This design comes from an exercise in tuning for small area, a short achievable clock period and few clock cycles on the open sky130 flow, not from production work. Function was checked by simulation only, so behaviour that the tests miss may differ from the original. Power and IR drop assume default switching activity.

## flow/standard.sh

```bash
#!/bin/bash
# synth_recipe.tcl (not shown) runs the flow's synth.tcl, then flattens the netlist and writes it again
# the make line also repeats each setting of config.mk as NAME=value (left out here)
make -C /OpenROAD-flow-scripts/flow DESIGN_CONFIG=/design/flow/config.mk WORK_HOME=/design/flow/orfs CLKGATE_MAP_FILE= SYNTH_SCRIPT=/design/flow/synth_recipe.tcl "${@:-finish}"
```

## flow/flow/run.sh

```bash
#!/bin/bash
# The standard layout (standard.sh), with the port buffers made of the
# smallest plain buffer instead of the delay buffer buffer_ports picks on
# its own; timing repair still resizes them where a path needs it.
set -o pipefail
export BUFFER_PORTS_ARGS="-buffer_cell sky130_fd_sc_hd__buf_1"
bash standard.sh > standard.log 2>&1
```

## flow/config.mk

```make
export PLATFORM = sky130hd
export DESIGN_NAME = acc_core
export DESIGN_NICKNAME = acc_core
export VERILOG_FILES = /design/flow/design.v
export SDC_FILE = /design/flow/constraint.sdc
export NUM_CORES = 4
export LEC_CHECK = 0
export CAP_MARGIN = 20
export CORE_MARGIN = 2
export CORE_UTILIZATION = 40
export CTS_CLUSTER_DIAMETER = 120
export CTS_CLUSTER_SIZE = 20
export PLACE_DENSITY = 0.6
export SETUP_SLACK_MARGIN = 3.5
export SLEW_MARGIN = 20
export TNS_END_PERCENT = 10
```

## flow/design.v

```verilog
module acc_core (
    input  wire        clk,
    input  wire        rst,           
    input  wire [31:0] max_steps,     
    output wire        mem_req,
    output wire        mem_we,
    output wire [11:0] mem_addr,
    output wire [15:0] mem_wdata,
    input  wire        mem_ready,
    input  wire [15:0] mem_rdata,
    output wire        done,
    output wire        halted,
    output wire [2:0]  fault_kind,
    output wire [15:0] fault_ea,
    output wire [15:0] pc,
    output wire [15:0] acc,
    output wire [15:0] ir,
    output wire [3:0]  flags,         
    output wire [31:0] step_count,
    input  wire [3:0]  dbg_sel,
    output wire [15:0] dbg_reg
);
    localparam OP_HALT  = 4'd0;
    localparam OP_LOAD  = 4'd1;
    localparam OP_STORE = 4'd2;
    localparam OP_ADD   = 4'd3;
    localparam OP_SUB   = 4'd4;
    localparam OP_CMP   = 4'd5;
    localparam OP_JMP   = 4'd6;
    localparam OP_JZ    = 4'd7;
    localparam OP_JNZ   = 4'd8;
    localparam S_FETCH = 2'd0;
    localparam S_PTR   = 2'd1;
    localparam S_MEM   = 2'd2;
    reg [1:0]  state;
    reg [12:0] pc_r;        
    reg [15:0] acc_r;
    reg [15:0] ir_r;
    reg [15:0] md;
    reg        zf, sf, cf, of;
    reg        halted_r;
    reg [2:0]  fk;
    reg [31:0] sc;
    reg        done_r;
    reg        stop_r;      
    reg        first;       
    reg [15:0] regs [0:15];
    reg        pend;
    assign done       = done_r;
    assign halted     = halted_r;
    assign fault_kind = fk;
    assign fault_ea   = (fk == 3'd5) ? md : 16'd0;
    assign pc         = {3'd0, pc_r};
    assign acc        = acc_r;
    assign ir         = ir_r;
    assign flags      = {zf, sf, cf, of};
    assign step_count = sc;
    wire [15:0] rval = regs[mem_rdata[3:0]];
    assign dbg_reg = regs[dbg_sel];
    wire [3:0] ir_op = ir_r[15:12];
    wire p_load = (ir_op == OP_LOAD);
    wire p_sub  = (ir_op == OP_SUB) || (ir_op == OP_CMP);
    wire p_wr   = (ir_op != OP_CMP);
    wire [15:0] a_in = p_load ? 16'd0 : acc_r;
    wire [15:0] b_in = p_sub ? ~md : md;
    wire [16:0] r    = {1'b0, a_in} + {1'b0, b_in} + {16'd0, p_sub};
    wire [15:0] zt   = (a_in ^ b_in) ^ {(a_in[14:0] | b_in[14:0]), p_sub};
    wire r_zero = (zt == 16'd0);
    wire r_cf   = p_sub ? !r[16] : r[16];
    wire r_of   = p_sub ? (!r[16] ^ r[15]) : (r[16] | r[15]);
    wire        zf_now  = pend ? r_zero : zf;
    wire [15:0] acc_now = (pend && p_wr) ? r[15:0] : acc_r;
    wire [31:0] sc_inc = sc + 32'd1;
    wire eq1 = (sc_inc == max_steps);
    wire mz  = (max_steps == 32'd0);           
    wire run = !done_r && !stop_r && !(first && mz);
    wire pc_oob = pc_r[12];
    assign mem_req   = !done_r && !stop_r && (state != S_FETCH || !pc_oob);
    assign mem_we    = !done_r && !stop_r && (state == S_MEM) && (ir_op == OP_STORE);
    assign mem_addr  = (state == S_FETCH) ? pc_r[11:0] : md[11:0];
    assign mem_wdata = acc_r;
    wire [3:0]  f_op = mem_rdata[15:12];
    wire [11:0] f_o  = mem_rdata[11:0];
    wire f_direct   = (f_o[11:8] == 4'd0);
    wire f_indirect = (f_o[11:8] == 4'd1);
    wire f_imm      = (f_o[11:9] == 3'd1);
    wire f_reg      = (f_o[11:4] == 8'h40);
    wire f_regind   = (f_o[11:4] == 8'h41);
    wire f_resv     = !(f_direct || f_indirect || f_imm || f_reg || f_regind);
    wire f_jump     = (f_op == OP_JMP) || (f_op == OP_JZ) || (f_op == OP_JNZ);
    wire f_illop    = (f_op > OP_JNZ);
    wire f_badmode  = ((f_op == OP_STORE) && f_imm) || (f_jump && !f_direct);
    wire f_taken    = (f_op == OP_JMP) || ((f_op == OP_JZ) && zf_now) || ((f_op == OP_JNZ) && !zf_now);
    wire f_rval_oob = (rval[15:12] != 4'd0);
    wire in_fetch = (state == S_FETCH);
    wire [3:0] x_op = in_fetch ? f_op : ir_op;
    wire x_alu = (x_op == OP_LOAD) || (x_op == OP_ADD) || (x_op == OP_SUB) || (x_op == OP_CMP);
    integer i;
    always @(posedge clk) begin
        if (rst) begin
            state    <= S_FETCH;
            pc_r     <= 13'd0;
            acc_r    <= 16'd0;
            ir_r     <= 16'd0;
            zf       <= 1'b0;
            sf       <= 1'b0;
            cf       <= 1'b0;
            of       <= 1'b0;
            md       <= 16'd0;
            halted_r <= 1'b0;
            fk       <= 3'd0;
            sc       <= 32'd0;
            done_r   <= 1'b0;
            stop_r   <= 1'b0;
            first    <= 1'b1;
            pend     <= 1'b0;
        end else begin
            if (!(first && mz && !mem_ready))
                first <= 1'b0;
            if (pend) begin
                if (p_wr)
                    acc_r <= r[15:0];
                zf <= r_zero;
                sf <= r[15];
                cf <= r_cf;
                of <= r_of;
            end
            pend <= 1'b0;
            if ((first && mz && mem_ready) || stop_r)
                done_r <= 1'b1;
            if (run) begin
                case (state)
                S_FETCH: begin
                    if (pc_oob) begin
                        halted_r <= 1'b1;
                        fk       <= 3'd1;
                        done_r   <= 1'b1;
                    end else if (mem_ready) begin
                        ir_r <= mem_rdata;
                        if (f_illop) begin
                            halted_r <= 1'b1;
                            fk       <= 3'd2;
                            done_r   <= 1'b1;
                        end else if (f_resv) begin
                            halted_r <= 1'b1;
                            fk       <= 3'd3;
                            done_r   <= 1'b1;
                        end else if (f_badmode) begin
                            halted_r <= 1'b1;
                            fk       <= 3'd4;
                            done_r   <= 1'b1;
                        end else if (f_op == OP_HALT) begin
                            halted_r <= 1'b1;
                            sc       <= sc_inc;
                            done_r   <= 1'b1;
                        end else if (f_jump) begin
                            pc_r   <= f_taken ? {5'd0, f_o[7:0]} : pc_r + 13'd1;
                            sc     <= sc_inc;
                            done_r <= eq1;
                        end else if (f_direct || f_indirect) begin
                            md    <= {8'd0, f_o[7:0]};
                            state <= f_direct ? S_MEM : S_PTR;
                        end else if (f_regind) begin
                            md <= rval;
                            if (f_rval_oob) begin
                                halted_r <= 1'b1;
                                fk       <= 3'd5;
                                done_r   <= 1'b1;
                            end else begin
                                state <= S_MEM;
                            end
                        end else begin
                            if (x_alu) begin
                                md     <= f_reg ? rval : {7'd0, f_o[8:0]};
                                pend   <= 1'b1;
                                stop_r <= eq1;
                            end else begin
                                done_r <= eq1;
                            end
                            pc_r <= pc_r + 13'd1;
                            sc   <= sc_inc;
                        end
                    end
                end
                S_PTR: begin
                    if (mem_ready) begin
                        md <= mem_rdata;
                        if (mem_rdata[15:12] != 4'd0) begin
                            halted_r <= 1'b1;
                            fk       <= 3'd5;
                            done_r   <= 1'b1;
                            state    <= S_FETCH;
                        end else begin
                            state <= S_MEM;
                        end
                    end
                end
                default: begin  
                    if (mem_ready) begin
                        if (x_alu) begin
                            md     <= mem_rdata;
                            pend   <= 1'b1;
                            stop_r <= eq1;
                        end else begin
                            done_r <= eq1;
                        end
                        pc_r  <= pc_r + 13'd1;
                        sc    <= sc_inc;
                        state <= S_FETCH;
                    end
                end
                endcase
            end
        end
    end
    wire        rf_we   = run && in_fetch && !pc_oob && mem_ready &&
                          (mem_rdata[15:4] == {OP_STORE, 8'h40});
    wire [15:0] rf_data = rst ? 16'd0 : acc_now;
    always @(posedge clk) begin
        for (i = 0; i < 16; i = i + 1)
            if (rst || (rf_we && mem_rdata[3:0] == i))
                regs[i] <= rf_data;
    end
endmodule
```

## flow/constraint.sdc

```tcl
create_clock -name core_clock -period 8.0 [get_ports {clk}]
set_input_delay 1.6000 -clock core_clock [delete_from_list [all_inputs] [get_ports {clk}]]
set_output_delay 1.6000 -clock core_clock [all_outputs]
set_load 0.01 [all_outputs]
```

==> impl_metrics.env, run 1 <==
export IMPL_antenna_cells=0
export IMPL_yosys_warnings=2
export IMPL_async_flop_share=0
export IMPL_rrSetupSlack_ns=3.53
export IMPL_cts_buffers=22
export IMPL_drt_total_wl_mm=74.6
export IMPL_coreArea_um2=47700
export IMPL_hold_viol_final=0
export IMPL_crit_fanout=16
export IMPL_synth_area_um2=19400
export IMPL_cts_hold_buf=0
export IMPL_rsz0062_at_grt="true"
export IMPL_area_delta_synth_final_pct=17.3
export IMPL_dp_hpwl_mm=45.3
export IMPL_stdcell_count=2692
export IMPL_clkLatencyLatePin_ns=0.59
export IMPL_hold_path_endpoint="halted_r"
export IMPL_detailedPlace_worstSlack_ns=2.34
export IMPL_die_w_um=224
export IMPL_finalSetupViolCount=0
export IMPL_critPathCaptureType="flip-flop"
export IMPL_cts_tree="built"
export IMPL_power_per_cell_area_nw_per_um2=165
export IMPL_critPathBufInv=1
export IMPL_vias=17600
export IMPL_min_from="halted_r"
export IMPL_grt_pass1_vias=16400
export IMPL_r2r_cells=16
export IMPL_cts_max_path_buffers=3
export IMPL_start_util=0.405
export IMPL_p_leak_nw=7.95
export IMPL_ir_drop_v=0.000189
export IMPL_crit_required_ns=8.20
export IMPL_finalClockSkew_ns=0.0265
export IMPL_synth_top_family_by_area="compound AO/OA/AOI/OAI gates"
export IMPL_fin_crit_ns=4.74
export IMPL_path_clk_slew_ns=0.09
export IMPL_grt_antenna_before_repair=2
export IMPL_relSlewSlack=0.124
export IMPL_worst_slew_pin_transition_ns=1.31
export IMPL_detail_route_antenna_nets=0
export IMPL_synth_compound_area_frac=0.191
export IMPL_cp_start_kind="input port"
export IMPL_final_common_cell="edfxtp_1"
export IMPL_root_buffer="clkbuf_16"
export IMPL_criticalPathCategory="input port to flip-flop"
export IMPL_crit_chain="buf_1 -> or4_4 -> nor3_2 -> and3_1 -> a21o_1"
export IMPL_synthMuxAreaShare=0.0168
export IMPL_synth_seq_area_share=0.508
export IMPL_syn_avg_cell_area_um2=10.4
export IMPL_n_fill_cell=4363
export IMPL_synthTopCellsByArea="edfxtp_1 (40%), dfxtp_1 (11%), a22oi_1 (6.6%)"
export IMPL_io_buffer_count=202
export IMPL_cts_htree_levels=1
export IMPL_post_drt_wl_per_cell_um=27.7
export IMPL_grt_overflow_total=0
export IMPL_dp_cells=2579
export IMPL_finalWorstSetupSlack_ns=3.26
export IMPL_grtUsageTotal=0.287
export IMPL_synth_cell_types=91
export IMPL_dr_pass1_iters=7
export IMPL_synth_edf_count=256
export IMPL_synth_main_ff_cell="edfxtp_1"
export IMPL_arrival_ns=4.94
export IMPL_fp_row_count=80
export IMPL_slew_viol_final=0
export IMPL_p_total_mw=3.76
export IMPL_cts_sinks=363
export IMPL_period_share=0.593
export IMPL_slowest_delay_ns=0.99
export IMPL_drive_gt1_frac=0.131
export IMPL_grt_use_met2=0.433
export IMPL_min_path_type="flip-flop to flip-flop"
export IMPL_die_h_um=224
export IMPL_final_cell_mix="edfxtp_1 (256), buf_1 (178), a22oi_1 (153)"
export IMPL_met1_usage=0.390
export IMPL_gp_congestion=0.927
export IMPL_synth_xor_xnor_area_share=0.0507
export IMPL_grt_max_degree=57
export IMPL_cp_top_family="simple AND/OR/NAND/NOR gates"
export IMPL_drt_iter0_drc=2909
export IMPL_io_pin_count=206
export IMPL_die_area_um2=50200
export IMPL_synthCells=1859
export IMPL_via_per_inst=6.54
export IMPL_ys_ff_latch=363
export IMPL_yosysTopAreaCellShare=0.397
export IMPL_slowest_stage="a21o_1"
export IMPL_reg2reg_to="of"
export IMPL_maxCapViolations=0
export IMPL_nNetsFinal=2151
export IMPL_hold_depth=2
export IMPL_fin_tns_setup_ns=0
export IMPL_drc_errors=0
export IMPL_status="timing/DRC/antenna clean"
export IMPL_yosysTopAreaCell="edfxtp_1"
export IMPL_clock_fmax_mhz=211
export IMPL_synth_simple_area_share=0.166
export IMPL_r2r_start="ir_r[15]"
export IMPL_synthAdderAreaFrac=0.0224
export IMPL_met3_usage=0.0724
export IMPL_grt_busiest_layer="met2"
export IMPL_grt_pass1_wl_mm=107
## cells in the mapped netlist (17+ instances only)
cell / number
nand3_1: 56
buf_2: 27
nand2_1: 132
xor2_1: 44
nor2_1: 135
inv_1: 49
nor3_1: 31
nand2b_1: 18
dfxtp_1: 107
edfxtp_1: 256
clkbuf_1: 91
mux2i_1: 28
a211oi_1: 21
nand4_1: 59
and2_1: 39
buf_4: 27
a21o_1: 23
and3_1: 20
xnor2_1: 68
o22a_1: 17
o21ai_0: 48
a221oi_1: 22
ha_1: 33
a21oi_1: 107
a22oi_1: 169
a22o_1: 21
## logic make-up after synthesis
logic type | count (synthesis)
compound gates | 520
xor+xnor | 112
flops | 363
fa+ha+maj | 34
buf+inv | 196
other cells | 1
simple gates | 602
mux | 31
## where the power goes
part	internal [mW]	leakage (nW)	total [mW]	switching, mW
Combinational	0.164	4.13	0.464	0.300
Sequential	2.06	3.51	2.10	0.0438
Clock	0.533	0.310	1.19	0.658
## tightest hold or removal path, cell delays in order (launching register included)
cell and delay (ns):
dfxtp_1 0.35, nor2_1 0.05, nor2_1 0.07
## metrics by stage
stage                     hold WS (ns)  utilization  area (um2)
after floorplan                  0.452            -       19400
after global placement           0.454        0.434       20700
after detailed placement         0.475        0.434       20700
after CTS                        0.495        0.473       22600
after global routing             0.526        0.476       22700
final                            0.495        0.476       22700
## cell type report
class | count | area, um2 | area share
tap | 615 | 769 | 0.0339
multi-input combinational | 1302 | 9110 | 0.401
sequential | 363 | 9830 | 0.433
clock buffer | 37 | 607 | 0.0267
inverter | 49 | 184 | 0.00810
timing repair buffer | 324 | 2160 | 0.0950
clock inverter | 2 | 50.0 | 0.00220
## layer usage
metal,routed length (um),vias to the layer above
met5,10,-
met4,3600,2
met3,9680,300
met2,32400,1387
met1,28900,8427
li1,-,7487
## registers in the layout (all words and copies together) (netlist names)
signal    count
acc_r        16
cf            1
done_r        1
first         1
fk            3
halted_r      1
ir_r         16
md           16
of            1
pc_r         13
pend          1
regs        256
sc           32
sf            1
state         2
stop_r        1
zf            1
## worst max-delay path by stage
stage                            start            to  slack (ns)  cells after the start
after detailed placement    dbg_sel[3]   dbg_reg[11]        2.34                      8
after floorplan             dbg_sel[2]    dbg_reg[1]        3.51                      6
after CTS                     ir_r[15]   regs[3][12]        3.27                     13
final                     mem_rdata[6]   regs[3][14]        3.26                      5
after global placement      dbg_sel[3]    dbg_reg[1]        2.40                      8
after global routing      mem_rdata[6]  regs[10][10]        3.27                      5
## repair_timing
item | in CTS | in global routing
setup buffers | 63 | 4
hold endpoints to repair | 0 | 0
pin swaps | 47 | 11
cloned | 7 | 0
setup endpoints to repair | 175 | 232
gates resized for setup | 126 | 16
Testbench counts, summed over its fixed seeds: cycles 80,223.
==> run 2: changes to the inputs <==
--- a/flow/design.v
+++ b/flow/design.v
@@ -66,4 +66,3 @@
     wire [16:0] r    = {1'b0, a_in} + {1'b0, b_in} + {16'd0, p_sub};
-    wire [15:0] zt   = (a_in ^ b_in) ^ {(a_in[14:0] | b_in[14:0]), p_sub};
-    wire r_zero = (zt == 16'd0);
+    wire r_zero = (r[15:0] == 16'd0);
     wire r_cf   = p_sub ? !r[16] : r[16];
--- a/flow/config.mk
+++ b/flow/config.mk
@@ -10,4 +10,2 @@
 export CORE_UTILIZATION = 40
-export CTS_CLUSTER_DIAMETER = 120
-export CTS_CLUSTER_SIZE = 20
 export PLACE_DENSITY = 0.6
==> impl_metrics.env, run 2 <==
export IMPL_finalWorstSetupSlack_ns=3.36
export IMPL_criticalPathCategory="input port to output pin"
export IMPL_dp_hpwl_mm=47.3
export IMPL_final_cell_mix="edfxtp_1 (256), nand2_1 (190), buf_1 (179)"
export IMPL_cts_max_path_buffers=3
export IMPL_maxCapViolations=0
export IMPL_synth_cell_types=85
export IMPL_syn_avg_cell_area_um2=10.2
export IMPL_fin_hold_ws_ns=0.460
export IMPL_yosysTopAreaCellShare=0.405
export IMPL_dpl_instance_area_um2=20400
export IMPL_min_path_type="flip-flop to flip-flop"
export IMPL_finalClockSkew_ns=0.0357
export IMPL_grt_antenna_before_repair=3
export IMPL_die_w_um=222
export IMPL_grt_pass1_vias=16800
export IMPL_grt_pass1_wl_mm=110
export IMPL_stdcell_count=2696
export IMPL_n_fill_cell=4269
export IMPL_synth_most_common_cell="edfxtp_1"
export IMPL_crit_required_ns=6.40
export IMPL_r2r_start="ir_r[14]"
export IMPL_yosysTopAreaCell="edfxtp_1"
export IMPL_rrSetupSlack_ns=3.46
export IMPL_yosys_warnings=2
export IMPL_grt_max_degree=48
export IMPL_grtUsageTotal=0.298
export IMPL_root_buffer="clkbuf_16"
export IMPL_final_util=0.491
export IMPL_clock_fmax_mhz=216
export IMPL_dp_cells=2563
export IMPL_p_total_mw=4.44
export IMPL_relSlewSlack=0.196
export IMPL_fin_crit_ns=4.64
export IMPL_clkLatencyLatePin_ns=0.59
export IMPL_io_pin_count=206
export IMPL_die_h_um=222
export IMPL_cp_start_kind="input port"
export IMPL_synth_area_um2=19000
export IMPL_grt_overflow_total=0
export IMPL_drc_errors=0
export IMPL_final_common_cell="edfxtp_1"
export IMPL_status="timing/DRC/antenna clean"
export IMPL_highest_layer="met5"
export IMPL_period_share=0.580
export IMPL_post_drt_wl_per_cell_um=27.9
export IMPL_dr_pass1_iters=22
export IMPL_multi_input_area_um2=8960
export IMPL_detailedPlace_worstSlack_ns=2.24
export IMPL_min_from="ir_r[3]"
export IMPL_p_leak_nw=8.04
export IMPL_synthTopCellsByArea="edfxtp_1 (41%), dfxtp_1 (11%), a22oi_1 (6.0%)"
export IMPL_critPathCaptureType="output pin"
export IMPL_slew_viol_final=0
export IMPL_hold_viol_final=0
export IMPL_die_area_um2=49200
export IMPL_dr_wl_met3_mm=10.1
export IMPL_synthTopCellsByCount="edfxtp_1 (256), nand2_1 (200), a22oi_1 (151), nor2_1 (144), a21oi_1 (128)"
export IMPL_top_regs="regs x256, sc x32"
export IMPL_final_area_um2=22900
export IMPL_synth_edf_count=256
export IMPL_synthCells=1852
export IMPL_max_flop_register="regs"
export IMPL_synth_main_ff_cell="edfxtp_1"
export IMPL_dr_wl_met2_mm=33.5
export IMPL_area_delta_synth_final_pct=20.7
export IMPL_largest_reg_flops=256
export IMPL_finalSetupViolCount=0
export IMPL_drt_iter0_drc=3094
export IMPL_via_per_inst=6.53
export IMPL_cts_buffers=41
export IMPL_coreArea_um2=46700
export IMPL_start_util=0.407
export IMPL_worst_slew_pin_transition_ns=1.20
export IMPL_cts_tree="built"
export IMPL_cts_sinks=363
export IMPL_fin_tns_setup_ns=0
export IMPL_wl_met1_mm=28.1
export IMPL_drt_total_wl_mm=75.3
export IMPL_power_per_cell_area_nw_per_um2=194
export IMPL_regArea_um2=9830
export IMPL_detail_route_antenna_nets=0
export IMPL_ys_ff_latch=363
export IMPL_ir_drop_v=0.000194
export IMPL_synth_seq_area_share=0.518
export IMPL_async_flop_share=0
export IMPL_gp_congestion=0.939
export IMPL_drive_gt1_frac=0.147
export IMPL_rsz0062_at_grt="true"
export IMPL_cts_htree_levels=2
export IMPL_arrival_ns=3.04
export IMPL_path_clk_slew_ns=0.06
export IMPL_cp_startpoint="dbg_sel[1]"
export IMPL_crit_fanout=8
export IMPL_fp_row_count=79
export IMPL_vias=17600
export IMPL_cts_hold_buf=0
export IMPL_io_buffer_count=202
export IMPL_nNetsFinal=2134
run 2: what timing repair did:
item,CTS,global route
cloned,5,0
endpoints found under the hold margin,0,0
setup endpoints to repair,330,288
gates resized for setup,138,9
pin swaps,45,1
setup buffers,53,1
run 2: report_power, final:
part           total, mW  switching (mW)  internal [mW]
clock network       1.93           0.809           1.12
registers           2.10          0.0421           2.06
logic              0.414           0.277          0.137
run 2: kinds of logic (layout without fill, tap and decap cells):
kind of cell | count (synthesis) | count (layout) | synth area share
buf+inv | 159 | 393 | 0.0375
simple gates | 677 | 677 | 0.179
flops | 363 | 363 | 0.518
mux | 25 | 25 | 0.0148
compound gates | 492 | 492 | 0.184
xor+xnor | 116 | 116 | 0.0536
other cells | 1 | 4 | 0.000198
fa+ha+maj | 19 | 19 | 0.0129
run 2: layout make-up:
| class | instances | area share |
|---|---|---|
| Sequential cell | 363 | 0.430 |
| Multi-Input combinational cell | 1332 | 0.391 |
| Timing Repair Buffer | 307 | 0.0841 |
| Clock buffer | 50 | 0.0482 |
| Tap cell | 607 | 0.0332 |
| Clock inverter | 21 | 0.0111 |
| Inverter | 15 | 0.00257 |
| Antenna cell | 1 | 0.000109 |
run 2: path summary, 6_finish.rpt:
path,end,depth (start not counted)
min reg2reg,ir_r[3],2
max reg2reg,pc_r[9],14
max,dbg_reg[1],9
min,ir_r[3],2
run 2: routing by layer:
layer | track usage | vias to the layer above
met5 | 0 | -
met4 | 0.138 | 2
met3 | 0.0914 | 282
met2 | 0.455 | 1446
met1 | 0.387 | 8428
li1 | - | 7454
run 2: worst max-delay path: stages:
cell and delay (ns):
buf_12 0.12, nand2b_4 0.18, buf_4 0.16, nor2_4 0.20, buf_12 0.19, a22oi_1 0.10, nand4_1 0.10, o22a_1 0.21
buf_2 0.16
Testbench counts of run 2, summed over its fixed seeds: cycles 80,223.
==> run 3: changes to the inputs <==
--- a/flow/config.mk
+++ b/flow/config.mk
@@ -9,4 +9,4 @@
 export CORE_MARGIN = 2
-export CORE_UTILIZATION = 40
-export PLACE_DENSITY = 0.6
+export CORE_UTILIZATION = 55
+export PLACE_DENSITY = 0.7
 export SETUP_SLACK_MARGIN = 3.5
==> impl_metrics.env, run 3 <==
export IMPL_hold_path_endpoint="ir_r[11]"
export IMPL_regArea_um2=9840
export IMPL_min_path_type="flip-flop to flip-flop"
export IMPL_rrSetupSlack_ns=3.42
export IMPL_synth_simple_area_share=0.179
export IMPL_ir_drop_v=0.000226
export IMPL_max_flop_register="regs"
export IMPL_r2r_start="ir_r[15]"
export IMPL_fp_row_count=68
export IMPL_grt_pass1_wl_mm=104
export IMPL_critPathCaptureType="output pin"
export IMPL_synthMuxAreaShare=0.0148
export IMPL_crit_top_cell="buf_4"
export IMPL_synth_xor_xnor_area_share=0.0536
export IMPL_drive_gt1_frac=0.163
export IMPL_yosysTopAreaCellShare=0.405
export IMPL_final_cell_mix="edfxtp_1 (256), nand2_1 (184), buf_1 (180)"
export IMPL_async_flop_share=0
export IMPL_grt_antenna_before_repair=1
export IMPL_met1_usage=0.499
export IMPL_rsz0062_at_grt="true"
export IMPL_maxCapViolations=0
export IMPL_r2r_cells=15
export IMPL_critPathBufInv=5
export IMPL_synth_compound_area_frac=0.184
export IMPL_synth_edf_count=256
export IMPL_coreArea_um2=34300
export IMPL_die_w_um=190
export IMPL_grt_use_met2=0.601
export IMPL_grtUsageTotal=0.384
export IMPL_period_share=0.591
export IMPL_relSlewSlack=0.191
export IMPL_via_per_inst=6.97
export IMPL_p_leak_nw=8.21
export IMPL_cp_start_kind="input port"
export IMPL_worst_slew_pin_transition_ns=1.21
export IMPL_clock_fmax_mhz=211
export IMPL_drc_errors=0
export IMPL_reg2reg_to="pc_r[6]"
export IMPL_met3_usage=0.0972
export IMPL_post_drt_wl_per_cell_um=27.8
export IMPL_multi_input_area_um2=8960
export IMPL_synth_seq_area_share=0.518
export IMPL_yosysTopAreaCell="edfxtp_1"
export IMPL_clkLatencyLatePin_ns=0.58
export IMPL_top_regs="regs x256, sc x32"
export IMPL_vias=18000
export IMPL_path_clk_slew_ns=0.06
export IMPL_p_total_mw=4.53
export IMPL_criticalPathCategory="input port to output pin"
export IMPL_synth_top_family_by_area="compound AO/OA/AOI/OAI gates"
export IMPL_slowest_stage="nor4_4"
export IMPL_io_pin_count=206
export IMPL_netSwitchingPower_mw=1.14
export IMPL_status="timing/DRC/antenna clean"
export IMPL_finalSetupViolCount=0
export IMPL_arrival_ns=3.13
export IMPL_min_from="ir_r[11]"
export IMPL_crit_fanout=7
export IMPL_crit_required_ns=6.40
export IMPL_start_util=0.553
export IMPL_synthTopCellsByArea="edfxtp_1 (41%), dfxtp_1 (11%), a22oi_1 (6.0%)"
export IMPL_synthCells=1852
export IMPL_synth_cell_types=85
export IMPL_dr_pass1_iters=7
export IMPL_grt_overflow_total=0
export IMPL_n_fill_cell=2613
export IMPL_cts_sinks=363
export IMPL_die_h_um=190
export IMPL_ys_ff_latch=363
export IMPL_crit_chain="buf_12 -> buf_4 -> nor4_4 -> clkbuf_8 -> buf_4 -> a21oi_1 -> nand4_1 -> o22a_1 -> buf_2"
export IMPL_p_comb_frac=0.092
export IMPL_power_per_cell_area_nw_per_um2=197
export IMPL_io_buffer_count=202
export IMPL_clkPwrFrac=0.442
export IMPL_cts_htree_levels=2
export IMPL_grt_busiest_layer="met2"
export IMPL_fin_crit_ns=4.73
export IMPL_finalClockSkew_ns=0.0409
export IMPL_synth_main_ff_cell="edfxtp_1"
export IMPL_dp_hpwl_mm=43.1
export IMPL_fin_tns_setup_ns=0
export IMPL_yosys_warnings=2
export IMPL_p_int_mw=3.39
export IMPL_seq_power_share=0.465
export IMPL_synthTopCellsByCount="edfxtp_1 (256), nand2_1 (200), a22oi_1 (151), nor2_1 (144), a21oi_1 (128)"
export IMPL_drt_iter0_drc=2708
export IMPL_area_delta_synth_final_pct=21.2
export IMPL_drt_total_wl_mm=71.5
export IMPL_slew_viol_final=0
export IMPL_final_common_cell="edfxtp_1"
export IMPL_nNetsFinal=2164
export IMPL_hold_depth=2
export IMPL_grt_max_degree=48
export IMPL_swShare=0.251
export IMPL_cts_tree="built"
export IMPL_cts_buffers=40
export IMPL_gp_congestion=0.941
export IMPL_hold_viol_final=0
export IMPL_cp_startpoint="dbg_sel[1]"
export IMPL_cp_top_family="buffers and inverters"
export IMPL_synth_area_um2=19000
export IMPL_synth_most_common_cell="edfxtp_1"
export IMPL_root_buffer="clkbuf_16"
export IMPL_detail_route_antenna_nets=0
export IMPL_die_area_um2=36000
export IMPL_synthAdderAreaFrac=0.0129
export IMPL_syn_avg_cell_area_um2=10.2
export IMPL_slowest_delay_ns=0.40
export IMPL_grt_pass1_vias=16700
export IMPL_largest_reg_flops=256
export IMPL_cts_max_path_buffers=3
## run 3: power by group through the flow
| stage | registers, mW | clock network [mW] | logic, mW |
|---|---|---|---|
| 4_1_cts | 2.10 | 2.00 | 0.391 |
| 5_1_grt | 2.11 | 2.08 | 0.435 |
| 6_report | 2.11 | 2.00 | 0.418 |
| 2_1_floorplan | 2.13 | 0 | 0.208 |
| 3_5_place_dp | 2.14 | 0 | 0.343 |
| 3_3_place_gp | 2.14 | 0 | 0.340 |
## run 3: layout make-up
class / count / share of cell area
repair buffers: 338 / 0.0933
diodes: 1 / 0.000109
flip-flops and latches: 363 / 0.428
well taps: 455 / 0.0248
clock buffers: 48 / 0.0476
inverters: 15 / 0.00256
clock inverters: 24 / 0.0140
multi-input cells: 1332 / 0.390
## run 3: cell families after synthesis
family / after synthesis
other cells: 1
simple gates: 677
xor+xnor: 116
mux: 25
flops: 363
buf+inv: 159
fa+ha+maj: 19
compound gates: 492
## run 3: per-stage QoR
| stage | hold slack (ns) | worst slack, ns | utilization | instances | instance area [um2] |
|---|---|---|---|---|---|
| after global placement | 0.443 | 2.55 | 0.587 | 2411 | 20100 |
| after floorplan | 0.447 | 3.52 | - | 1854 | 19000 |
| after detailed placement | 0.452 | 2.33 | 0.587 | 2412 | 20100 |
| after global routing | 0.474 | 3.28 | 0.670 | 2575 | 23000 |
| final | 0.460 | 3.27 | 0.670 | 2576 | 23000 |
| after CTS | 0.461 | 3.23 | 0.664 | 2561 | 22800 |
## run 3: what timing repair did
item                       in CTS  in global routing
setup buffers                  72                 12
gates resized for setup       124                 39
hold buffers                    0                  0
hold endpoints to repair        0                  0
pin swaps                      51                 13
setup endpoints to repair     334                323
cloned                          5                  2
## run 3: worst register-to-register path, stage by stage (launching register included)
cell,delay (ns)
dfxtp_2,0.40
or4b_4,0.65
o211ai_4,0.15
inv_4,0.07
fa_2,0.41
a21o_1,0.22
a221oi_4,0.32
o211ai_1,0.17
xor2_1,0.19
or4b_4,0.58
nor4_4,0.37
a211oi_2,0.14
a2bb2oi_4,0.20
buf_4,0.20
or2_2,0.26
a21o_1,0.15
## run 3: routing by layer
metal | up-vias | routed length, um
li1 | 7516 | -
met1 | 8581 | 26000
met2 | 1484 | 31700
met3 | 384 | 9450
met4 | 0 | 4360
met5 | - | 0
## run 3: how the worst max path moves through the flow
stage	slack, ns	cells after the start	end
2_1_floorplan	3.52	5	dbg_reg[5]
3_3_place_gp	2.55	9	regs[4][14]
3_5_place_dp	2.33	9	regs[5][12]
4_1_cts	3.23	9	regs[4][13]
5_1_grt	3.28	11	dbg_reg[7]
6_report	3.27	9	dbg_reg[2]
==> run 4: changes to the inputs <==
==> flow/run.sh (new file) <==
#!/bin/bash
# synth_recipe.tcl (not shown) runs the flow's synth.tcl, then flattens the netlist and writes it again
# the make line also repeats each setting of config.mk as NAME=value (left out here)
make -C /OpenROAD-flow-scripts/flow DESIGN_CONFIG=/design/flow/config.mk WORK_HOME=/design/flow/orfs CLKGATE_MAP_FILE= SYNTH_SCRIPT=/design/flow/synth_recipe.tcl finish
--- a/flow/config.mk
+++ b/flow/config.mk
@@ -7,6 +7,7 @@
 export LEC_CHECK = 0
+export ABC_AREA = 1
 export CAP_MARGIN = 20
 export CORE_MARGIN = 2
-export CORE_UTILIZATION = 55
-export PLACE_DENSITY = 0.7
+export CORE_UTILIZATION = 40
+export PLACE_DENSITY = 0.6
 export SETUP_SLACK_MARGIN = 3.5
removed: flow/flow/run.sh
removed: flow/standard.sh
==> impl_metrics.env, run 4 <==
export IMPL_status="timing/DRC/antenna clean"
export IMPL_cp_top_family="buffers and inverters"
export IMPL_slowest_stage="a22o_1"
export IMPL_dp_hpwl_mm=60.1
export IMPL_yosysTopAreaCellShare=0.387
export IMPL_p_leak_nw=10.0
export IMPL_io_buffer_count=202
export IMPL_grt_pass1_vias=18800
export IMPL_synthCells=2402
export IMPL_final_cell_mix="nand2_1 (563), inv_1 (293), edfxtp_1 (256)"
export IMPL_hold_viol_final=0
export IMPL_synth_area_um2=19900
export IMPL_fin_tns_setup_ns=0
export IMPL_cts_sinks=363
export IMPL_rsz0062_at_grt="true"
export IMPL_start_util=0.406
export IMPL_grt_antenna_before_repair=4
export IMPL_dr_pass1_iters=6
export IMPL_synthTopCellsByCount="nand2_1 (576), inv_1 (311), edfxtp_1 (256), nor2_1 (223), o21ai_0 (136)"
export IMPL_yosys_warnings=2
export IMPL_crit_required_ns=6.40
export IMPL_dp_cells=3219
export IMPL_synth_edf_count=256
export IMPL_top_regs="regs x256, sc x32"
export IMPL_power_per_cell_area_nw_per_um2=195
export IMPL_max_flop_register="regs"
export IMPL_slowest_delay_ns=0.22
export IMPL_hold_depth=2
export IMPL_grt_overflow_total=0
export IMPL_detail_route_antenna_nets=0
export IMPL_root_buffer="clkbuf_16"
export IMPL_drt_iter0_drc=2543
export IMPL_vias=19500
export IMPL_area_delta_synth_final_pct=26.9
export IMPL_cp_depth=12
export IMPL_r2r_start="ir_r[13]"
export IMPL_finalSetupViolCount=0
export IMPL_via_per_inst=5.81
export IMPL_period_share=0.602
export IMPL_path_clk_slew_ns=0.05
export IMPL_rrSetupSlack_ns=4.00
export IMPL_maxCapViolations=0
export IMPL_drive_gt1_frac=0.138
export IMPL_clkLatencyLatePin_ns=0.60
export IMPL_clock_fmax_mhz=208
export IMPL_synthTopCellsByArea="edfxtp_1 (39%), nand2_1 (11%), dfxtp_1 (11%)"
export IMPL_hold_path_endpoint="halted_r"
export IMPL_syn_avg_cell_area_um2=8.27
export IMPL_die_area_um2=51500
export IMPL_post_drt_wl_per_cell_um=25.6
export IMPL_cp_start_kind="input port"
export IMPL_cts_buffers=43
export IMPL_crit_chain="buf_12 -> nor2_4 -> buf_6 -> clkinvlp_4 -> nor2_4 -> buf_8 -> buf_4 -> buf_6 -> a22o_1 -> a211oi_2 -> o2111ai_2 -> buf_2"
export IMPL_min_path_type="flip-flop to flip-flop"
export IMPL_synth_most_common_cell="nand2_1"
export IMPL_grt_pass1_wl_mm=124
export IMPL_fin_crit_ns=4.82
export IMPL_drt_total_wl_mm=85.8
export IMPL_r2r_cells=26
export IMPL_grt_max_degree=52
export IMPL_drc_errors=0
export IMPL_async_flop_share=0
export IMPL_gp_congestion=0.981
export IMPL_critPathBufInv=7
export IMPL_critPathCaptureType="output pin"
export IMPL_nNetsFinal=2730
export IMPL_fp_row_count=81
export IMPL_cts_hold_buf=0
export IMPL_synth_cell_types=63
export IMPL_final_common_cell="nand2_1"
export IMPL_coreArea_um2=49000
export IMPL_cts_max_path_buffers=3
export IMPL_die_h_um=227
export IMPL_slew_viol_final=0
export IMPL_relSlewSlack=0.269
export IMPL_cts_htree_levels=2
export IMPL_reg2reg_to="pc_r[6]"
export IMPL_largest_reg_flops=256
export IMPL_die_w_um=227
export IMPL_crit_fanout=4
export IMPL_finalClockSkew_ns=0.0268
export IMPL_synth_seq_area_share=0.495
export IMPL_synth_main_ff_cell="edfxtp_1"
export IMPL_stdcell_count=3356
export IMPL_ir_drop_v=0.000189
export IMPL_grtUsageTotal=0.331
export IMPL_min_from="halted_r"
export IMPL_criticalPathCategory="input port to output pin"
export IMPL_io_pin_count=206
export IMPL_yosysTopAreaCell="edfxtp_1"
export IMPL_ys_ff_latch=363
export IMPL_arrival_ns=3.22
export IMPL_cts_tree="built"
export IMPL_worst_slew_pin_transition_ns=1.09
==> run 4: changes by cell type after synthesis, sizes merged, moves of 66 or more <==
| cell | delta |
|---|---|
| xnor2 | -66 |
| nand2 | +395 |
| inv | +316 |
| o21ai | +113 |
| nor2 | +96 |
| a22oi | -149 |
==> run 4: kinds of logic (layout without fill, tap and decap cells) <==
| logic type | Yosys count | after routing | synth area share |
|---|---|---|---|
| flops | 363 | 363 | 0.495 |
| buf+inv | 430 | 716 | 0.0876 |
| other cells | 1 | 5 | 0.000189 |
| compound gates | 479 | 479 | 0.151 |
| simple gates | 1069 | 1069 | 0.235 |
| fa+ha+maj | 19 | 19 | 0.0123 |
| xor+xnor | 41 | 41 | 0.0191 |
==> run 4: routing by layer <==
| metal | track usage | up-vias | part of all wire |
|---|---|---|---|
| met2 | 0.521 | 1169 | 0.45 |
| met4 | 0.166 | 4 | 0.055 |
| met1 | 0.436 | 9282 | 0.40 |
| met5 | 0 | - | 0.00024 |
| met3 | 0.0597 | 309 | 0.097 |
| li1 | - | 8728 | - |
==> run 4: through the flow <==
| stage | worst slack (ns) | hold WS, ns | util | area [um2] | power (mW) |
|---|---|---|---|---|---|
| finish | 3.18 | 0.470 | 0.515 | 25200 | 4.92 |
| global route | 3.11 | 0.485 | 0.515 | 25200 | 5.06 |
| CTS | 3.26 | 0.475 | 0.511 | 25000 | 4.92 |
| detailed placement | 1.57 | 0.467 | 0.464 | 22700 | 2.75 |
| global placement | 1.77 | 0.441 | 0.464 | 22700 | 2.75 |
| floorplan | 3.60 | 0.441 | - | 19900 | 2.46 |
==> run 4: worst reg2reg max path, delay by kind of cell, from the launching register on <==
kind | cells | cell delay, ns
DFF | 1 | 0.42
buffers and inverters | 2 | 0.40
adders and majority gates | 1 | 0.50
and+or+nand+nor | 20 | 2.11
xor gates and xnor gates | 1 | 0.21
AOI/OAI and AO/OA | 2 | 0.25
==> run 4: worst max path at each step <==
stage                              to  slack, ns  startpoint
after floorplan           dbg_reg[12]       3.60  dbg_sel[0]
after global placement    dbg_reg[12]       1.77  dbg_sel[1]
after detailed placement  dbg_reg[12]       1.57  dbg_sel[1]
after CTS                 dbg_reg[10]       3.26  dbg_sel[1]
after global routing      dbg_reg[15]       3.11  dbg_sel[1]
final                      dbg_reg[9]       3.18  dbg_sel[1]
==> run 4: cell type report <==
| cell class | instances | area, um2 |
|---|---|---|
| clock buffers | 52 | 1140 |
| diodes | 2 | 5.00 |
| clock inverters | 27 | 400 |
| flip-flops and latches | 363 | 9830 |
| well taps | 664 | 831 |
| fillers | 4660 | 23700 |
| multi-input cells | 1611 | 8770 |
| repair buffers | 301 | 2920 |
| inverters | 336 | 1320 |
==> run 4: report_power, final <==
group | leakage [nW] | switching (mW) | internal [mW] | total (mW)
Combinational | 5.78 | 0.398 | 0.215 | 0.612
Sequential | 3.51 | 0.0608 | 2.08 | 2.14
Clock | 0.752 | 0.844 | 1.32 | 2.16
Total | 10.0 | 1.30 | 3.62 | 4.92
==> run 4: repair_timing <==
item | in CTS | in global routing
hold endpoints to repair | 0 | 0
buffers inserted | 46 | 10
pin swaps | 33 | 18
resized for setup | 185 | 46
gates cloned | 0 | 0
endpoints found under the setup margin | 77 | 290
==> run 5: changes to the inputs <==
==> flow/flow/run.sh (new file) <==
#!/bin/bash
# The standard layout (standard.sh) with two changes:
#  - synthesis maps the logic with abc's own default (area-oriented) script
#    instead of ORFS's speed script; everything else in the synthesis is
#    synth_recipe.tcl unchanged, so the registers are the standard ones
#  - the port buffers are the smallest plain buffer rather than the delay
#    buffer buffer_ports picks on its own; timing repair resizes them where a
#    path needs it
# make's output goes to standard.log; each ORFS step keeps its own log under
# orfs/logs.
set -o pipefail
cat flow/abc_override.tcl synth_recipe.tcl > my_synth.tcl
sed "s#SYNTH_SCRIPT=[^ ]*#SYNTH_SCRIPT=$PWD/my_synth.tcl#" standard.sh > my_standard.sh
grep -q "SYNTH_SCRIPT=$PWD/my_synth.tcl" my_standard.sh || { echo "could not point standard.sh at my_synth.tcl"; exit 1; }
export BUFFER_PORTS_ARGS="-buffer_cell sky130_fd_sc_hd__buf_1"
bash my_standard.sh > standard.log 2>&1
==> flow/flow/abc_override.tcl (new file) <==
# abc with its own default (area-oriented) mapping script instead of the
# script, delay target and constraints ORFS hands it; liberty and dont_use
# arguments are kept
proc abc {args} {
  set kept {}
  for {set i 0} {$i < [llength $args]} {incr i} {
    set a [lindex $args $i]
    if {$a in {-script -D -constr}} { incr i; continue }
    lappend kept $a
  }
  yosys abc {*}$kept
}
==> flow/standard.sh (new file) <==
#!/bin/bash
# synth_recipe.tcl (not shown) runs the flow's synth.tcl, then flattens the netlist and writes it again
# the make line also repeats each setting of config.mk as NAME=value (left out here)
make -C /OpenROAD-flow-scripts/flow DESIGN_CONFIG=/design/flow/config.mk WORK_HOME=/design/flow/orfs CLKGATE_MAP_FILE= SYNTH_SCRIPT=/design/flow/synth_recipe.tcl "${@:-finish}"
--- a/flow/config.mk
+++ b/flow/config.mk
@@ -7,3 +7,2 @@
 export LEC_CHECK = 0
-export ABC_AREA = 1
 export CAP_MARGIN = 20
removed: flow/run.sh
==> impl_metrics.env, run 5 <==
export IMPL_slew_viol_final=0
export IMPL_syn_avg_cell_area_um2=11.2
export IMPL_drt_iter0_drc=2897
export IMPL_nNetsFinal=1981
export IMPL_cts_tree="built"
export IMPL_crit_top_cell="a21oi_2"
export IMPL_status="timing/DRC/antenna clean"
export IMPL_synth_most_common_cell="edfxtp_1"
export IMPL_finalSetupViolCount=0
export IMPL_top_regs="regs x256, sc x32"
export IMPL_vias=16100
export IMPL_post_drt_wl_per_cell_um=27.0
export IMPL_grtUsageTotal=0.290
export IMPL_final_util=0.511
export IMPL_relSlewSlack=0.220
export IMPL_dr_pass1_iters=12
export IMPL_grt_overflow_total=0
export IMPL_clkLatencyLatePin_ns=0.58
export IMPL_area_delta_synth_final_pct=26.9
export IMPL_yosysTopAreaCellShare=0.446
export IMPL_finalClockSkew_ns=0.0317
export IMPL_yosys_warnings=2
export IMPL_antenna_cells=0
export IMPL_crit_required_ns=8.41
export IMPL_cts_hold_buf=0
export IMPL_fin_tns_setup_ns=0
export IMPL_cp_top_family="compound AO/OA/AOI/OAI gates"
export IMPL_drive_gt1_frac=0.164
export IMPL_power_per_cell_area_nw_per_um2=200
export IMPL_detail_route_antenna_nets=0
export IMPL_regArea_um2=9840
export IMPL_arrival_ns=5.50
export IMPL_grt_antenna_before_repair=0
export IMPL_path_clk_slew_ns=0.06
export IMPL_p_leak_nw=7.86
export IMPL_n_fill_cell=3851
export IMPL_crit_fanout=6
export IMPL_cts_buffers=41
export IMPL_synth_area_um2=17200
export IMPL_fin_crit_ns=5.09
export IMPL_synthTopCellsByCount="edfxtp_1 (256), nor2_1 (174), nand2_1 (149), dfxtp_1 (107), a222oi_1 (105)"
export IMPL_min_path_type="flip-flop to flip-flop"
export IMPL_drc_errors=0
export IMPL_critPathBufInv=4
export IMPL_gp_congestion=0.959
export IMPL_max_flop_register="regs"
export IMPL_die_area_um2=44700
export IMPL_dr_wl_met2_mm=29.3
export IMPL_criticalPathCategory="flip-flop to flip-flop"
export IMPL_drt_total_wl_mm=67.0
export IMPL_grt_pass1_wl_mm=95.7
export IMPL_via_per_inst=6.48
export IMPL_rrSetupSlack_ns=2.91
export IMPL_clock_fmax_mhz=196
export IMPL_die_w_um=212
export IMPL_start_util=0.403
export IMPL_yosysTopAreaCell="edfxtp_1"
export IMPL_cp_start_kind="flip-flop"
export IMPL_synthTopCellsByArea="edfxtp_1 (45%), dfxtp_1 (12%), a222oi_1 (6.1%)"
export IMPL_worst_slew_pin_transition_ns=1.17
export IMPL_critPathCaptureType="flip-flop"
export IMPL_dp_hpwl_mm=40.0
export IMPL_die_h_um=212
export IMPL_maxCapViolations=0
export IMPL_root_buffer="clkbuf_16"
export IMPL_io_pin_count=206
export IMPL_cts_htree_levels=2
export IMPL_slowest_stage="or4_4"
export IMPL_hold_viol_final=0
export IMPL_synth_edf_count=256
export IMPL_async_flop_share=0
export IMPL_dr_wl_met3_mm=9.26
export IMPL_cts_sinks=363
export IMPL_coreArea_um2=42800
export IMPL_rsz0062_at_grt="true"
export IMPL_highest_layer="met4"
export IMPL_largest_reg_flops=256
export IMPL_final_cell_mix="edfxtp_1 (256), buf_1 (183), nor2_1 (166)"
export IMPL_multi_input_area_um2=7710
export IMPL_ir_drop_v=0.000199
export IMPL_fp_row_count=76
export IMPL_grt_max_degree=69
export IMPL_synth_main_ff_cell="edfxtp_1"
export IMPL_wl_met1_mm=25.4
export IMPL_io_buffer_count=202
export IMPL_grt_pass1_vias=14800
export IMPL_period_share=0.637
export IMPL_synth_cell_types=51
export IMPL_cts_max_path_buffers=3
export IMPL_slowest_delay_ns=0.43
export IMPL_final_common_cell="edfxtp_1"
export IMPL_synthCells=1537
export IMPL_synth_seq_area_share=0.571
export IMPL_ys_ff_latch=363
-- run 5: kinds of logic after synthesis --
group                    Yosys count  synth area share
AND/OR/NAND/NOR                  593             0.163
AO/OA/AOI/OAI                    421             0.188
flip-flops                       363             0.571
XOR/XNOR                          88            0.0447
buffers and inverters             45            0.0150
adder cells (fa/ha/maj)           19            0.0142
multiplexers                       7           0.00436
other                              1          0.000218
-- run 5: per-layer routing --
layer / vias up / GRT usage
li1: 6918 / -
met1: 7651 / 0.385
met2: 1276 / 0.441
met3: 235 / 0.0794
met4: 0 / 0.131
met5: - / 0
-- run 5: path summary, 6_finish.rpt --
kind / from / end / depth (start not counted)
worst max-delay path: ir_r[14] / pc_r[9] / 27
worst min register to register: ir_r[11] / ir_r[11] / 2
worst min-delay path: ir_r[11] / ir_r[11] / 2
worst max register to register: ir_r[14] / pc_r[9] / 27
-- run 5: where the power goes --
group          internal, mW  switching [mW]
registers              2.07          0.0526
logic                 0.158           0.291
clock network          1.02           0.779
total                  3.25            1.12
-- run 5: what timing repair did --
item | 4_1_cts | 5_1_grt
pin swaps | 61 | 32
gates resized for setup | 110 | 49
cloned | 4 | 0
buffers inserted | 62 | 18
endpoints found under the setup margin | 137 | 321
-- run 5: cell type report --
class                      instances  share of cell area
sequential                       363               0.450
inverter                          21             0.00361
multi-input combinational       1131               0.353
clock inverter                    16             0.00607
tap                              546              0.0313
clock buffer                      57              0.0516
timing repair buffer             349               0.104
-- run 5: per-stage QoR --
stage	hold slack, ns	worst slack [ns]	cell area (um2)	std cells	power (mW)
6_report	0.458	2.91	21900	2483	4.38
5_1_grt	0.471	2.62	21900	2483	4.49
4_1_cts	0.457	2.99	21500	2464	4.36
3_5_place_dp	0.449	2.54	19200	2325	2.53
3_3_place_gp	0.443	2.59	19200	2324	2.53
2_1_floorplan	0.433	2.92	17400	1539	2.35
-- run 5: tightest hold or removal path: stages (launching register included) --
cell     delay, ns
dfxtp_1       0.31
nand2_1       0.05
a21oi_1       0.05
==> run 6: changes to the inputs <==
--- a/flow/design.v
+++ b/flow/design.v
@@ -66,3 +66,4 @@
     wire [16:0] r    = {1'b0, a_in} + {1'b0, b_in} + {16'd0, p_sub};
-    wire r_zero = (r[15:0] == 16'd0);
+    wire [15:0] zt   = (a_in ^ b_in) ^ {(a_in[14:0] | b_in[14:0]), p_sub};
+    wire r_zero = (zt == 16'd0);
     wire r_cf   = p_sub ? !r[16] : r[16];
==> impl_metrics.env, run 6 <==
export IMPL_status="timing/DRC/antenna clean"
export IMPL_post_drt_wl_per_cell_um=26.8
export IMPL_cts_max_path_buffers=3
export IMPL_synth_top_family_by_area="compound AO/OA/AOI/OAI gates"
export IMPL_via_per_inst=6.40
export IMPL_dr_pass1_iters=13
export IMPL_hold_viol_final=0
export IMPL_synth_seq_area_share=0.560
export IMPL_finalClockSkew_ns=0.0406
export IMPL_root_buffer="clkbuf_16"
export IMPL_path_clk_slew_ns=0.06
export IMPL_finalSetupViolCount=0
export IMPL_drive_gt1_frac=0.150
export IMPL_cts_buffers=42
export IMPL_synth_xor_xnor_area_share=0.0404
export IMPL_synth_most_common_cell="edfxtp_1"
export IMPL_clock_fmax_mhz=209
export IMPL_die_h_um=214
export IMPL_hold_path_endpoint="ir_r[0]"
export IMPL_power_per_cell_area_nw_per_um2=202
export IMPL_criticalPathCategory="input port to output pin"
export IMPL_die_area_um2=45600
export IMPL_synth_edf_count=256
export IMPL_drt_iter0_drc=2739
export IMPL_cts_sinks=363
export IMPL_synthCells=1563
export IMPL_crit_required_ns=6.40
export IMPL_arrival_ns=3.18
export IMPL_synth_compound_area_frac=0.199
export IMPL_drc_errors=0
export IMPL_hold_depth=2
export IMPL_synth_cell_types=58
export IMPL_coreArea_um2=43200
export IMPL_critPathCaptureType="output pin"
export IMPL_slew_viol_final=0
export IMPL_worst_slew_pin_transition_ns=1.15
export IMPL_maxCapViolations=0
export IMPL_grt_pass1_wl_mm=96.5
export IMPL_antenna_cells=0
export IMPL_drt_total_wl_mm=67.8
export IMPL_yosysTopAreaCell="edfxtp_1"
export IMPL_die_w_um=214
export IMPL_vias=16200
export IMPL_relSlewSlack=0.235
export IMPL_synth_simple_area_share=0.153
export IMPL_largest_reg_flops=256
export IMPL_top_regs="regs x256, sc x32"
export IMPL_detail_route_antenna_nets=0
export IMPL_synth_area_um2=17600
export IMPL_synthTopCellsByArea="edfxtp_1 (44%), dfxtp_1 (12%), a222oi_1 (6.0%)"
export IMPL_max_flop_register="regs"
export IMPL_finalWorstSetupSlack_ns=3.22
export IMPL_final_cell_mix="edfxtp_1 (256), buf_1 (182), nand2_1 (153)"
export IMPL_cts_hold_buf=0
export IMPL_yosys_warnings=2
export IMPL_synthTopCellsByCount="edfxtp_1 (256), nand2_1 (155), nor2_1 (154), dfxtp_1 (107), a222oi_1 (106)"
export IMPL_final_util=0.510
export IMPL_cts_tree="built"
export IMPL_min_path_type="flip-flop to flip-flop"
export IMPL_rrSetupSlack_ns=3.65
export IMPL_grt_pass1_vias=15000
export IMPL_final_common_cell="edfxtp_1"
export IMPL_ys_ff_latch=363
export IMPL_gp_congestion=0.925
export IMPL_min_from="ir_r[0]"
export IMPL_syn_avg_cell_area_um2=11.2
export IMPL_ir_drop_v=0.000165
export IMPL_cts_htree_levels=2
export IMPL_io_pin_count=206
export IMPL_area_delta_synth_final_pct=25.4
export IMPL_grt_overflow_total=0
export IMPL_io_buffer_count=202
export IMPL_nNetsFinal=2006
export IMPL_n_fill_cell=3871
export IMPL_r2r_start="ir_r[15]"
export IMPL_cp_start_kind="input port"
export IMPL_synth_main_ff_cell="edfxtp_1"
export IMPL_synthAdderAreaFrac=0.0247
export IMPL_dp_hpwl_mm=41.0
export IMPL_detailedPlace_worstSlack_ns=2.21
export IMPL_clkLatencyLatePin_ns=0.59
export IMPL_yosysTopAreaCellShare=0.438
export IMPL_start_util=0.407
export IMPL_crit_fanout=7
export IMPL_fin_hold_ws_ns=0.454
export IMPL_rsz0062_at_grt="true"
export IMPL_p_leak_nw=7.77
export IMPL_reg2reg_to="of"
export IMPL_grt_antenna_before_repair=0
export IMPL_synthMuxAreaShare=0.00171
export IMPL_async_flop_share=0
export IMPL_fp_row_count=76
export IMPL_r2r_cells=24
export IMPL_period_share=0.597
export IMPL_fin_tns_setup_ns=0
export IMPL_grtUsageTotal=0.290
export IMPL_grt_max_degree=69
export IMPL_fin_crit_ns=4.78
run 6: cell count changes after synthesis, moves of 6 or more:
| cell | delta |
|---|---|
| o21ai_0 | -9 |
| nand2_1 | +6 |
| nor2_1 | -20 |
| nor3_1 | -24 |
| a21boi_0 | +9 |
| a211oi_1 | +16 |
| xnor2_1 | +13 |
| ha_1 | +15 |
| o21a_1 | +8 |
| xor2_1 | -28 |
| clkinv_1 | +30 |
run 6: how the worst max path moves through the flow:
stage | start | endpoint | cells after the start
6_report | dbg_sel[1] | dbg_reg[12] | 9
5_1_grt | dbg_sel[1] | dbg_reg[0] | 10
4_1_cts | ir_r[13] | of | 24
3_5_place_dp | mem_rdata[5] | md[9] | 10
3_3_place_gp | mem_rdata[5] | md[9] | 10
2_1_floorplan | ir_r[14] | regs[0][15] | 17
run 6: what timing repair did:
action | CTS | global route
resized for setup | 111 | 55
hold endpoints to repair | 0 | 0
setup buffers | 56 | 12
setup endpoints to repair | 325 | 335
cloned | 3 | 2
pin swaps | 46 | 10
run 6: routing by layer:
layer / track usage / wire length (um) / vias up
met5: 0 / 0 / -
met3: 0.0757 / 9030 / 309
met2: 0.458 / 30200 / 1245
met4: 0.138 / 3750 / 0
met1: 0.371 / 24900 / 7669
li1: - / - / 7003
run 6: cells by family (layout without fill, tap and decap cells):
logic type | count (synthesis) | in the layout
adder cells (fa/ha/maj) | 34 | 34
AO/OA/AOI/OAI | 451 | 451
other | 1 | 3
buffers and inverters | 75 | 460
XOR/XNOR | 76 | 76
AND/OR/NAND/NOR | 560 | 560
multiplexers | 3 | 3
flip-flops | 363 | 363
run 6: layout make-up:
type,count,area [um2],share of cell area
well taps,585,732,0.0332
repair buffers,332,2110,0.0958
clock buffers,54,1130,0.0511
clock inverters,23,195,0.00886
multi-input cells,1127,7830,0.356
inverters,51,191,0.00869
flip-flops and latches,363,9840,0.447
run 6: metrics by stage:
step | area [um2] | std cells | power, mW
2_1_floorplan | 17600 | 1565 | 2.37
3_3_place_gp | 19500 | 2385 | 2.56
3_5_place_dp | 19500 | 2385 | 2.56
4_1_cts | 21700 | 2521 | 4.44
5_1_grt | 22000 | 2535 | 4.57
6_report | 22000 | 2535 | 4.44
run 6: worst max-delay path, cell delays in order:
cell and delay, ns:
buf_12 0.09, nand2b_4 0.15, buf_6 0.12, nor2_2 0.06, buf_6 0.16, a22o_1 0.24, a221oi_1 0.28, nand4_1 0.25
buf_2 0.21
run 6: where the power goes:
group	internal [mW]	total (mW)	switching (mW)
registers	2.07	2.13	0.0539
clock network	1.04	1.85	0.811
logic	0.164	0.465	0.301
Testbench counts of run 6, summed over its fixed seeds: cycles 80,223.
==> run 7: changes to the inputs <==
--- a/flow/config.mk
+++ b/flow/config.mk
@@ -10,2 +10,4 @@
 export CORE_UTILIZATION = 40
+export CTS_CLUSTER_DIAMETER = 150
+export CTS_CLUSTER_SIZE = 30
 export PLACE_DENSITY = 0.6
==> impl_metrics.env, run 7 <==
export IMPL_cts_sinks=363
export IMPL_drive_gt1_frac=0.131
export IMPL_r2r_start="ir_r[15]"
export IMPL_crit_required_ns=6.40
export IMPL_io_pin_count=206
export IMPL_cp_depth=10
export IMPL_power_per_cell_area_nw_per_um2=170
export IMPL_synth_seq_area_share=0.560
export IMPL_synthTopCellsByArea="edfxtp_1 (44%), dfxtp_1 (12%), a222oi_1 (6.0%)"
export IMPL_cts_hold_buf=0
export IMPL_crit_chain="buf_12 -> nand2b_4 -> buf_6 -> nor2_4 -> buf_8 -> buf_8 -> a222oi_1 -> and4_1 -> nand3_1 -> buf_2"
export IMPL_grt_pass1_wl_mm=95.0
export IMPL_relSlewSlack=0.228
export IMPL_regArea_um2=9840
export IMPL_async_flop_share=0
export IMPL_finalClockSkew_ns=0.0352
export IMPL_cts_htree_levels=1
export IMPL_rsz0062_at_grt="true"
export IMPL_root_buffer="clkbuf_16"
export IMPL_grtUsageTotal=0.283
export IMPL_die_h_um=214
export IMPL_synthTopCellsByCount="edfxtp_1 (256), nand2_1 (155), nor2_1 (154), dfxtp_1 (107), a222oi_1 (106)"
export IMPL_final_common_cell="edfxtp_1"
export IMPL_criticalPathCategory="input port to output pin"
export IMPL_synth_cell_types=58
export IMPL_fin_crit_ns=4.77
export IMPL_rrSetupSlack_ns=3.66
export IMPL_arrival_ns=3.17
export IMPL_path_clk_slew_ns=0.12
export IMPL_cts_max_path_buffers=3
export IMPL_post_drt_wl_per_cell_um=26.9
export IMPL_cts_buffers=16
export IMPL_detail_route_antenna_nets=0
export IMPL_slew_viol_final=0
export IMPL_dp_hpwl_mm=41.0
export IMPL_fin_tns_setup_ns=0
export IMPL_gp_congestion=0.925
export IMPL_ir_drop_v=0.000140
export IMPL_crit_top_cell="buf_8"
export IMPL_grt_antenna_before_repair=0
export IMPL_yosysTopAreaCellShare=0.438
export IMPL_grt_max_degree=69
export IMPL_drt_iter0_drc=2837
export IMPL_grt_pass1_vias=14600
export IMPL_critPathBufInv=5
export IMPL_dr_pass1_iters=9
export IMPL_synthCells=1563
export IMPL_synth_edf_count=256
export IMPL_antenna_cells=0
export IMPL_crit_end="dbg_reg[1]"
export IMPL_p_total_mw=3.60
export IMPL_die_area_um2=45600
export IMPL_slowest_stage="a222oi_1"
export IMPL_crit_fanout=7
export IMPL_grt_overflow_total=0
export IMPL_nNetsFinal=1977
export IMPL_io_buffer_count=202
export IMPL_top_regs="regs x256, sc x32"
export IMPL_reg2reg_to="of"
export IMPL_drc_errors=0
export IMPL_final_area_um2=21200
export IMPL_cp_startpoint="dbg_sel[1]"
export IMPL_yosys_warnings=2
export IMPL_p_leak_nw=7.36
export IMPL_syn_avg_cell_area_um2=11.2
export IMPL_hold_depth=2
export IMPL_die_w_um=214
export IMPL_stdcell_count=2479
export IMPL_hold_viol_final=0
export IMPL_area_delta_synth_final_pct=20.5
export IMPL_min_path_type="flip-flop to flip-flop"
export IMPL_ys_ff_latch=363
export IMPL_final_cell_mix="edfxtp_1 (256), buf_1 (181), nand2_1 (151)"
export IMPL_max_flop_register="regs"
export IMPL_slowest_delay_ns=0.35
export IMPL_maxCapViolations=0
export IMPL_status="timing/DRC/antenna clean"
export IMPL_vias=15900
export IMPL_finalSetupViolCount=0
export IMPL_dp_cells=2385
export IMPL_clkLatencyLatePin_ns=0.55
export IMPL_coreArea_um2=43200
export IMPL_start_util=0.407
export IMPL_multi_input_area_um2=7860
export IMPL_period_share=0.597
export IMPL_largest_reg_flops=256
export IMPL_drt_total_wl_mm=66.8
export IMPL_n_fill_cell=3935
export IMPL_r2r_cells=24
export IMPL_fp_row_count=76
export IMPL_synth_area_um2=17600
export IMPL_yosysTopAreaCell="edfxtp_1"
export IMPL_cts_tree="built"
export IMPL_synth_most_common_cell="edfxtp_1"
export IMPL_synth_main_ff_cell="edfxtp_1"
export IMPL_worst_slew_pin_transition_ns=1.16
export IMPL_clock_fmax_mhz=209
export IMPL_cp_top_family="buffers and inverters"
export IMPL_cp_start_kind="input port"
export IMPL_critPathCaptureType="output pin"
export IMPL_dpl_instance_area_um2=19500
export IMPL_via_per_inst=6.39
==> run 7: cell counts after synthesis <==
No cell type changed its count.
==> run 7: worst min-delay path by stage <==
| stage | from | to | slack [ns] |
|---|---|---|---|
| after floorplan | stop_r | stop_r | 0.43 |
| after global placement | ir_r[7] | ir_r[7] | 0.45 |
| after detailed placement | ir_r[0] | ir_r[0] | 0.45 |
| after CTS | ir_r[0] | ir_r[0] | 0.47 |
| after global routing | ir_r[5] | ir_r[5] | 0.50 |
| final | ir_r[0] | ir_r[0] | 0.46 |
==> run 7: logic make-up (layout without fill, tap and decap cells) <==
family	count (synthesis)	after routing	share of synthesized area
compound gates	451	451	0.199
xor+xnor	76	76	0.0404
fa+ha+maj	34	34	0.0247
buf+inv	75	404	0.0212
flops	363	363	0.560
mux	3	3	0.00171
other cells	1	3	0.000214
simple gates	560	560	0.153
==> run 7: area by class of cell <==
| type | count | share of cell area |
|---|---|---|
| Sequential cell | 363 | 0.465 |
| Multi-Input combinational cell | 1127 | 0.371 |
| Timing Repair Buffer | 329 | 0.0976 |
| Tap cell | 585 | 0.0346 |
| Clock buffer | 22 | 0.0210 |
| Inverter | 51 | 0.00905 |
| Clock inverter | 2 | 0.00136 |
==> run 7: where the power goes <==
part	internal, mW	leakage (nW)	switching, mW
clock network	0.404	0.230	0.610
registers	2.07	3.51	0.0536
logic	0.165	3.62	0.300
==> run 7: what timing repair did <==
| action | CTS | global route |
|---|---|---|
| resized for setup | 108 | 64 |
| pin swaps | 38 | 12 |
| buffers inserted | 52 | 13 |
| gates cloned | 3 | 2 |
| endpoints found under the setup margin | 327 | 348 |
==> run 7: tightest hold or removal path, cell delays in order, from the launching register on <==
cell and delay (ns):
dfxtp_1 0.33, nand2_1 0.05, a21oi_1 0.05
==> run 7: routing by layer <==
metal / vias to the layer above / wire, um / track usage
met1: 7585 / 25200 / 0.370
met5: - / 0 / 0
met3: 219 / 8020 / 0.0573
met4: 0 / 2620 / 0.111
li1: 6928 / - / -
met2: 1121 / 30900 / 0.463
==> run 7: stage by stage <==
stage	worst slack, ns	util	hold slack, ns
after floorplan	3.08	-	0.433
after global placement	2.19	0.451	0.447
after detailed placement	2.21	0.451	0.450
after CTS	3.16	0.483	0.467
after global routing	3.15	0.490	0.496
final	3.23	0.490	0.463

-- separate check: timing with driven ports --
In the flow no input, the clock included, has a driving cell. The finished layouts below were timed again as built, in two steps. Step 1 sets driving cells, clkbuf_16 on the clock port and buf_2 on the other inputs (assumed; they add their load-dependent delay and slew). Step 2 moves the port delays by t, midway between the first and last clock arrival at a register: inputs arrive t later, outputs are due t later. That takes back most of the time a late clock gives input paths. Three values: ideal, step 1, step 2; two values: the first two.
run	t (ns)	setup slack, ns	latest minus earliest clock arrival (ns)
run 1	0.631	3.260 / 3.255 / 2.667	0.031 / 0.030
run 2	0.629	3.361 / 3.305 / 2.865	0.037 / 0.037
run 3	0.612	3.270 / 3.221 / 2.791	0.042 / 0.042
run 4	0.643	3.182 / 3.118 / 2.719	0.027 / 0.027
run 5	0.617	2.907 / 2.907 / 2.907	0.031 / 0.032
run 6	0.631	3.222 / 3.157 / 2.867	0.041 / 0.041
run 7	0.597	3.225 / 3.141 / 2.884	0.036 / 0.037
After both steps every run listed still meets setup and hold. For run 1, which loses most, drivers alone change the setup slack by -0.005 ns; drivers and shift together by -0.593 ns.
